This is an optimization exercise on Yosys and OpenROAD, whose aim is small area, a short achievable clock period and few clock cycles per item, not a production implementation. Only simulation tests tie the RTL to the original design; equivalence was not proved. Power is estimated from default activity; no workload was simulated.

== red ==
## stereo_biquad
module stereo_biquad (
    input  wire        clk,
    input  wire        rst,           
    input  wire        cfg_we,
    input  wire [2:0]  cfg_addr,
    input  wire [31:0] cfg_wdata,
    input  wire        in_valid,
    output reg         in_ready,
    input  wire [31:0] in_l,
    input  wire [31:0] in_r,
    output reg         out_valid,
    output wire [31:0] out_l,
    output wire [31:0] out_r
);
Size in the first run: about 7200 cells after synthesis, about 170 I/O pins, about 64000 µm² of cells after synthesis.
==> flow/config.mk <==
export PLATFORM = sky130hd
export DESIGN_NAME = stereo_biquad
export DESIGN_NICKNAME = stereo_biquad
export VERILOG_FILES = /design/flow/design.v
export SDC_FILE = /design/flow/constraint.sdc
export NUM_CORES = 4
export LEC_CHECK = 0
export CAP_MARGIN = 20
export CORE_MARGIN = 2
export CORE_UTILIZATION = 60
export CTS_BUF_LIST = sky130_fd_sc_hd__clkbuf_16
export CTS_CLUSTER_DIAMETER = 100
export CTS_CLUSTER_SIZE = 22
export SLEW_MARGIN = 20
==> flow/constraint.sdc <==
create_clock -name core_clock -period 19.0 [get_ports {clk}]
set_input_delay 3.8000 -clock core_clock [delete_from_list [all_inputs] [get_ports {clk}]]
set_output_delay 3.8000 -clock core_clock [all_outputs]
set_load 0.01 [all_outputs]
standard.sh (not shown) runs the stock make flow with config.mk's settings and CLKGATE_MAP_FILE= SYNTH_SCRIPT=/design/flow/synth_recipe.tcl, a recipe that flattens the netlist after the stock synthesis.
==> flow/flow/run.sh <==
#!/bin/bash
# Standard ORFS layout; repair_timing aims for extra setup slack so the
# design runs faster than the fixed clock constraint requires.
set -euo pipefail
bash standard.sh SETUP_SLACK_MARGIN=14 SLEW_MARGIN=60 CAP_MARGIN=60 finish > orfs_make.log 2>&1
red: all stages complete, timing, DRC and antenna checks passed
Testbench counts of red, summed over its fixed seeds: cycles 42,992, items 4,096.
Setup changes, red to blue
Settings: CTS_CLUSTER_SIZE removed (was 22); CTS_CLUSTER_DIAMETER removed (was 100); CTS_BUF_LIST removed (was sky130_fd_sc_hd__clkbuf_16).
[summary]
Lower relative contribution of the clock network to total power among blue and red: red. Utilization red -> blue: up. Row final critical-path required period: blue lower / red higher. Summary — overall power of the completed layout, blue relative to red: higher, by 6.2%. Sequential share of layout area was lower in blue than in red. Between red and blue, the flow reports final design area excluding fillers increasing by a few percent. Of blue and red, the higher transition at the pin with the smallest max-transition slack belongs to blue.
Changes in green relative to blue:
==> flow/flow/run.sh <==
#!/bin/bash
# Standard ORFS layout; repair_timing aims for extra setup slack so the
# design runs faster than the fixed clock constraint requires.
set -euo pipefail
bash standard.sh SETUP_SLACK_MARGIN=14 SLEW_MARGIN=20 CAP_MARGIN=20 finish > orfs_make.log 2>&1
==> comparison <==
The largest driver fanout on the critical path of green is higher than that of blue.
blue and green ended up with roughly the same achievable frequency.
green vs. blue: height of the die roughly the same; total die area roughly the same; final wirelength roughly the same; combinational power lower; number of iterations in the first detailed-routing pass higher.
Delta (green minus blue): share of cell area taken by flip-flops and latches shows an increase of 0.19 points; global-route usage shows no meaningful change; clock share of power shows an increase of 0.5 points; post-route minimum period shows an increase of 0.014 ns.

* * *

Another version of the RTL of stereo_biquad (not shown whole).
Size in the first run: about 990 flip-flops, roughly 170 I/O pins.
export LEC_CHECK = 0
export CAP_MARGIN = 20
export CORE_MARGIN = 2
export CORE_UTILIZATION = 40
export SLEW_MARGIN = 20
create_clock -name core_clock -period 19.0 [get_ports {clk}]
==> flow/flow/run.sh <==
#!/bin/bash
# Standard ORFS layout; repair_timing aims for extra setup slack so the
# design runs faster than the fixed clock constraint requires.
set -euo pipefail
bash standard.sh SETUP_SLACK_MARGIN=14 SLEW_MARGIN=60 CAP_MARGIN=60 finish > orfs_make.log 2>&1
Testbench counts at the start, summed over its fixed seeds: cycles 42,992, items 4,096.
Change:
==> flow/run.sh (new file) <==
#!/bin/bash
# synth_recipe.tcl (not shown) runs the flow's synth.tcl, then flattens the netlist and writes it again
# the make line also repeats each setting of config.mk as NAME=value (left out here)
make -C /OpenROAD-flow-scripts/flow DESIGN_CONFIG=/design/flow/config.mk WORK_HOME=/design/flow/orfs CLKGATE_MAP_FILE= SYNTH_SCRIPT=/design/flow/synth_recipe.tcl finish
CAP_MARGIN = 85   (was 20)
SLEW_MARGIN = 85   (was 20)
removed: flow/flow/run.sh
removed: flow/standard.sh
Global-route usage increases by 1.3 points.
Cell area grows by 18%.
Wire length came out higher by about 7%.
Setup slack loses 6.0 ns.

* * *

run A:
Starting RTL as in the previous note.
==> flow/design.v (excerpt) <==
module stereo_biquad (
    input  wire        clk,
    input  wire        rst,           
    input  wire        cfg_we,
    input  wire [2:0]  cfg_addr,
    input  wire [31:0] cfg_wdata,
    input  wire        in_valid,
    output reg         in_ready,
    input  wire [31:0] in_l,
    input  wire [31:0] in_r,
    output reg         out_valid,
    output wire [31:0] out_l,
    output wire [31:0] out_r
);
Settings: LEC_CHECK=0, CAP_MARGIN=20, CORE_MARGIN=2, CORE_UTILIZATION=40, SLEW_MARGIN=20; clock period 19.0 ns.
==> flow/flow/run.sh <==
#!/bin/bash
# Standard ORFS layout; repair_timing aims for extra setup slack so the
# design runs faster than the fixed clock constraint requires.
set -euo pipefail
bash standard.sh SETUP_SLACK_MARGIN=12.5 SLEW_MARGIN=60 CAP_MARGIN=60 finish > orfs_make.log 2>&1
Run A completed every stage of the flow, and the final layout passed the timing, design-rule and antenna checks.
Testbench counts of run A, summed over its fixed seeds: cycles 42,992, items 4,096.
Modified inputs, run F compared to run A
# run A
export LEC_CHECK = 0
export CAP_MARGIN = 20
export CORE_MARGIN = 2
export CORE_UTILIZATION = 40
export SLEW_MARGIN = 20
create_clock -name core_clock -period 19.0 [get_ports {clk}]
# run F
export LEC_CHECK = 0
export CAP_MARGIN = 60
export CORE_MARGIN = 2
export CORE_UTILIZATION = 40
export SLEW_MARGIN = 60
create_clock -name core_clock -period 19.0 [get_ports {clk}]
==> flow/run.sh (new file) <==
#!/bin/bash
# synth_recipe.tcl (not shown) runs the flow's synth.tcl, then flattens the netlist and writes it again
# the make line also repeats each setting of config.mk as NAME=value (left out here)
make -C /OpenROAD-flow-scripts/flow DESIGN_CONFIG=/design/flow/config.mk WORK_HOME=/design/flow/orfs CLKGATE_MAP_FILE= SYNTH_SCRIPT=/design/flow/synth_recipe.tcl finish
removed: flow/flow/run.sh
removed: flow/standard.sh
## What came out
- Run F was carried through to the last stage, and its layout satisfied the timing, design-rule and antenna checks.
- The total number of multi-input combinational cells of run F and that of run A are within noise of each other.
- Between run F and run A, the final non-filler cell total does not differ in any meaningful way.
- Run F against run A: number of antenna violations at the first check in global routing increased by 1 relative to the old numbers, non-clock buffer count decreased by 1.7% relative to the old numbers.
- The sequential share of cell area of run F and that of run A are within noise of each other.

## separate check: timing with driven ports
No port has a modelled driver above. Below, the same layouts with a new extraction and two added sets of constraints. Step 1, drivers: a clkbuf_16 drives clk and a buf_2 each remaining input, both assumed. Step 2 moves the port delays by t, midway between the first and last clock arrival at a register: inputs arrive t later, outputs are due t later. That takes back most of the time a late clock gives input paths. Slacks: no drivers / after step 1 / after step 2; pairs: no drivers / after step 1.
run | t (ns) | setup slack, ns | worst setup path at the end | slew at the worst register clock pin (ns)
red | 0.781 | 13.928 / 13.851 / 14.074 | register to register | 0.09 / 0.09
blue | 0.778 | 13.939 / 13.861 / 14.091 | register to register | 0.08 / 0.08
green | 0.777 | 13.925 / 13.845 / 14.036 | register to register | 0.07 / 0.07
the first run of note 2 | 0.800 | 13.829 / 13.820 / 13.361 | input to register | 0.07 / 0.07
the second run of note 2 | 0.796 | 7.811 / 7.811 / 7.811 | register to register | 0.08 / 0.08
run A | 0.814 | 12.788 / 12.788 / 12.788 | register to register | 0.07 / 0.07
run F | 0.818 | 12.150 / 12.150 / 12.150 | register to register | 0.07 / 0.07
After both steps setup and hold are still met in every run listed. The setup slack of the first run of note 2, which loses most, moves by -0.009 ns with the drivers and by -0.468 ns with both steps.
